Background: an optimization exercise with open tools, aiming at small area, a short achievable clock period and few clock cycles per item. Do not read the settings as production practice.
Only simulation tests tie the RTL to the original design; equivalence was not proved.
No activity file was given, so power comes from the tool's default toggle rates.

north:
## dmac_prog_builder
module dmac_prog_builder (
    input  wire        clk,
    input  wire        rst,
    input  wire        cmd_valid,
    output wire        cmd_ready,
    input  wire        cmd_zf,          
    input  wire [31:0] cmd_src,
    input  wire [31:0] cmd_dst,
    input  wire [31:0] cmd_size,
    input  wire [2:0]  cmd_bsz,
    input  wire [4:0]  cmd_blen,
    input  wire [2:0]  cmd_ssz,
    input  wire [5:0]  cmd_periph,
    input  wire [1:0]  cmd_kind,        
    input  wire        cmd_cache,
    input  wire        cmd_nonsecure,
    input  wire [31:0] cmd_buf_base,
    input  wire [31:0] cmd_buf_cap,
    output wire        wr_valid,
    input  wire        wr_ready,
    output wire [31:0] wr_addr,
    output wire [7:0]  wr_data,
    output reg         res_valid,
    output wire [1:0]  res_status,      
    output reg  [3:0]  res_cause,
    output wire [31:0] res_length,
    output wire [31:0] res_needed,
    output reg  [3:0]  res_residual
);
Settings: LEC_CHECK=0, CAP_MARGIN=10, CORE_MARGIN=2, CORE_UTILIZATION=40, CTS_BUF_LIST=sky130_fd_sc_hd__clkbuf_8, SETUP_SLACK_MARGIN=5, SLEW_MARGIN=10; clock period 8.0 ns.
run.sh (not shown) runs the stock make flow with config.mk's settings and CLKGATE_MAP_FILE= SYNTH_SCRIPT=/design/flow/synth_recipe.tcl, a recipe that flattens the netlist after the stock synthesis.
The flow did not stop early for north: all stages ran, and the layout cleared the timing, DRC and antenna checks.
Testbench counts of north, summed over its fixed seeds: cycles 17,742, builds 384.
Edits applied to the flow inputs when going from north to south:
==> flow/config.mk <==
export PLATFORM = sky130hd
export DESIGN_NAME = dmac_prog_builder
export DESIGN_NICKNAME = dmac_prog_builder
export VERILOG_FILES = /design/flow/design.v
export SDC_FILE = /design/flow/constraint.sdc
export NUM_CORES = 4
export LEC_CHECK = 0
export CAP_MARGIN = 20
export CORE_MARGIN = 2
export CORE_UTILIZATION = 40
export SETUP_SLACK_MARGIN = 5
export SLEW_MARGIN = 20
[summary]
- On combinational power, north tracks south almost exactly.
- On relative area change from synthesis to final layout: between north and south, it ends up lower for south.
- Diff north -> south | count of plain and timing-repair buffers in the layout | down by a few percent
- south has completed all stages; timing, DRC and antenna checks passed.
For east, these inputs were changed with respect to south:
-- flow/config.mk --
<<< south, line 9
export CORE_MARGIN = 2
export CORE_UTILIZATION = 40
export SETUP_SLACK_MARGIN = 5
export SLEW_MARGIN = 20
>>> east, line 9
export CORE_MARGIN = 2
export CORE_UTILIZATION = 40
export SLEW_MARGIN = 20
### Flow results
- Between east and south, total length of routed wires is higher for south, east comes in under that.
- Taking south as the reference, in east critical path depth shows a reduction of 2, via count has decreased.
- Diff east..south | flip-flop and latch count | unchanged
- east ended up with input port to flip-flop as its type of the setup path with the least slack; south ended up with flip-flop to flip-flop.
- south ended up with sky130_fd_sc_hd__edfxtp_1 as its critical path's slowest cell; east ended up with sky130_fd_sc_hd__nor2_1.
- Delta(final net count, east - south) < 0
- Looking at worst hold slack across both flows, east is the weaker of the two, with south ahead.
--- input diff east..west ---
-- flow/config.mk --
<<< east, line 9
export CORE_MARGIN = 2
export CORE_UTILIZATION = 40
export SLEW_MARGIN = 20
>>> west, line 9
export CORE_MARGIN = 2
export CORE_UTILIZATION = 40
export CTS_BUF_LIST = sky130_fd_sc_hd__clkbuf_8
export SETUP_SLACK_MARGIN = 5
export SLEW_MARGIN = 20
export TNS_END_PERCENT = 10
Results
west against east: fraction of area in registers has decreased, met2 track utilization from global routing increased by 0.93 points relative to the old numbers. Fraction of power consumed by the clock network (west over east): decrease, 3.4 points. west ends up with higher combinational power than east does. west vs. east: average via count per standard cell has decreased, final routed wirelength across all metal layers has increased, final cell count without fillers has increased, non-clock buffer count has increased, routed wire length on met2 has increased. west reports a lower worst-case setup slack after placement than east does.

========
dmac_prog_builder, a different RTL version from the one above (not shown whole).
Size in the first run: about 1900 cells after synthesis, ~280 flip-flops, ~300 I/O pins, about 18000 um^2 of cells after synthesis.
==> flow/config.mk <==
export PLATFORM = sky130hd
export DESIGN_NAME = dmac_prog_builder
export DESIGN_NICKNAME = dmac_prog_builder
export VERILOG_FILES = /design/flow/design.v
export SDC_FILE = /design/flow/constraint.sdc
export NUM_CORES = 4
export LEC_CHECK = 0
export ABC_CLOCK_PERIOD_IN_PS = 2500
export CAP_MARGIN = 20
export CORE_MARGIN = 2
export CORE_UTILIZATION = 40
export SETUP_SLACK_MARGIN = 5
export SLEW_MARGIN = 20
==> flow/constraint.sdc <==
create_clock -name core_clock -period 8.0 [get_ports {clk}]
set_input_delay 1.6000 -clock core_clock [delete_from_list [all_inputs] [get_ports {clk}]]
set_output_delay 1.6000 -clock core_clock [all_outputs]
set_load 0.01 [all_outputs]
Testbench counts at the start, summed over its fixed seeds: cycles 18,015, builds 384.
Then changed:
--- a/flow/config.mk
+++ b/flow/config.mk
@@ -8 +7,0 @@
-export ABC_CLOCK_PERIOD_IN_PS = 2500
Result: Core utilization does not change. Routed wire length stays the same. Global-route usage is unchanged. Via count does not change. Die area stays the same. Design area is unchanged.

========
Setup of exp/zinc:
RTL: one of the versions met above, not the one the previous note started from.
Size in the first run: ~2000 cells after synthesis, ~300 I/O pins, about 0.018 mm2 of cells after synthesis.
clock: 8.0 ns
lec_check: 0
cap_margin: 20
core_margin: 2
core_utilization: 40
cts_buf_list: sky130_fd_sc_hd__clkbuf_8
place_density: 0.75
setup_slack_margin: 5
slew_margin: 20
Testbench counts of exp/zinc, summed over its fixed seeds: cycles 17,742, builds 384.
Modified inputs, exp/umber compared to exp/zinc
Settings: PLACE_DENSITY removed (was 0.75).
Notes after the runs:
Across exp/zinc and exp/umber, none had a timing, DRC or antenna violation.
For exp/zinc, the capturing element of the worst setup path was wr_addr[23], unlike exp/umber, where it was wr_valid.
As far as sequential power is concerned, exp/zinc and exp/umber perform about the same.
Of the two candidates, exp/zinc has the better clock group power and exp/umber the worse one.
Routed wire length in exp/umber is 0.38% below exp/zinc.
Summary of exp/umber over exp/zinc: area taken by flip-flops and latches saw little to no change; worst hold slack saw an increase.
Of the two values seen for origin of the worst setup path, vld$_SDFFE_PP0P_ was produced by exp/umber and addr[23]$_DFFE_PP_ by exp/zinc.
Changes in exp/xenon relative to exp/umber:
Settings: CTS_BUF_LIST removed (was sky130_fd_sc_hd__clkbuf_8); SETUP_SLACK_MARGIN changed from 5 to 4.5.
==> run summary <==
- More vias were needed by exp/umber than by exp/xenon.
- Diff exp/umber -> exp/xenon: least setup slack across all paths after layout moved down, instance area at placement moved down, fraction of cell area in non-clock buffers moved down.
- ovf$_SDFF_PP0_ as the launching instance or port of the critical path was reported by exp/xenon, and vld$_SDFFE_PP0P_ by exp/umber.
- Between exp/umber and exp/xenon, the flow reports area of combinational cells with multiple inputs decreasing by a few percent.
- Diff exp/umber -> exp/xenon: total power moved down; first-pass iteration count of the detailed router went up.
--- input diff exp/xenon..exp/fjord ---
Settings: CTS_BUF_LIST now sky130_fd_sc_hd__clkbuf_8, previously not set; GPL_TIMING_DRIVEN now 0, previously not set; SETUP_SLACK_MARGIN now 5, was 4.5.
Findings:
Across exp/xenon and exp/fjord, the outcome is the same: a clean finish for every run.
exp/fjord: non-clock buffer count is 236 higher than what exp/xenon reported.
First-iteration DRC count: lower on exp/fjord
Run comparison: exp/xenon kind of critical path flop to output port; exp/fjord kind of critical path flop to flop
exp/fjord ended up with a lower minimum period implied by the final worst setup slack than exp/xenon did.
For the post-route total power, exp/fjord came in 4.2% higher than exp/xenon did.
Summary of exp/fjord over exp/xenon: via count of the first global-routing pass now larger; global-route usage climbed 4.1 points.
[compare] base=exp/xenon new=exp/fjord: fmax grew by 13%; final worst-path cycle share shrank by 5.0 points; least setup slack across all paths after layout grew by 0.40 ns.

afterwards: timing with drivers on the ports:
In the flow no input, the clock included, has a driving cell. The finished layouts below were timed again as built, in two steps. Step 1: set_driving_cell puts a clkbuf_16 on clk and a buf_2 on each other input, an assumption about the parent block. Step 2 also shifts input and output timing later by t, the mid clock arrival at the registers, as if the neighbouring blocks saw the same clock. a / b / c = ideal ports / drivers / drivers and shift; a / b = the first two.
run | t (ns) | setup slack, ns | worst hold slack (ns) | worst slew at a driven data input, ns
north | 0.671 | 5.051 / 4.998 / 4.397 | 0.478 / 0.478 / 0.478 | 0.09
south | 0.599 | 4.962 / 4.934 / 4.405 | 0.478 / 0.478 / 0.478 | 0.10
east | 0.631 | 3.856 / 3.827 / 3.195 | 0.474 / 0.474 / 0.474 | 0.09
west | 0.678 | 4.755 / 4.701 / 4.160 | 0.487 / 0.487 / 0.487 | 0.12
the first run of note 2 | 0.599 | 4.538 / 4.540 / 3.941 | 0.479 / 0.479 / 0.479 | 0.10
the second run of note 2 | 0.599 | 4.538 / 4.540 / 3.941 | 0.479 / 0.479 / 0.479 | 0.10
exp/zinc | 0.681 | 4.956 / 4.908 / 4.361 | 0.473 / 0.473 / 0.473 | 0.12
exp/umber | 0.671 | 5.045 / 4.992 / 4.389 | 0.478 / 0.478 / 0.478 | 0.09
exp/xenon | 0.633 | 4.539 / 4.483 / 3.996 | 0.486 / 0.486 / 0.486 | 0.10
exp/fjord | 0.671 | 4.937 / 4.913 / 4.325 | 0.452 / 0.452 / 0.452 | 0.09
After both steps every run listed still meets setup and hold. The setup slack of east, which loses most, moves by -0.029 ns with the drivers and by -0.661 ns with both steps.
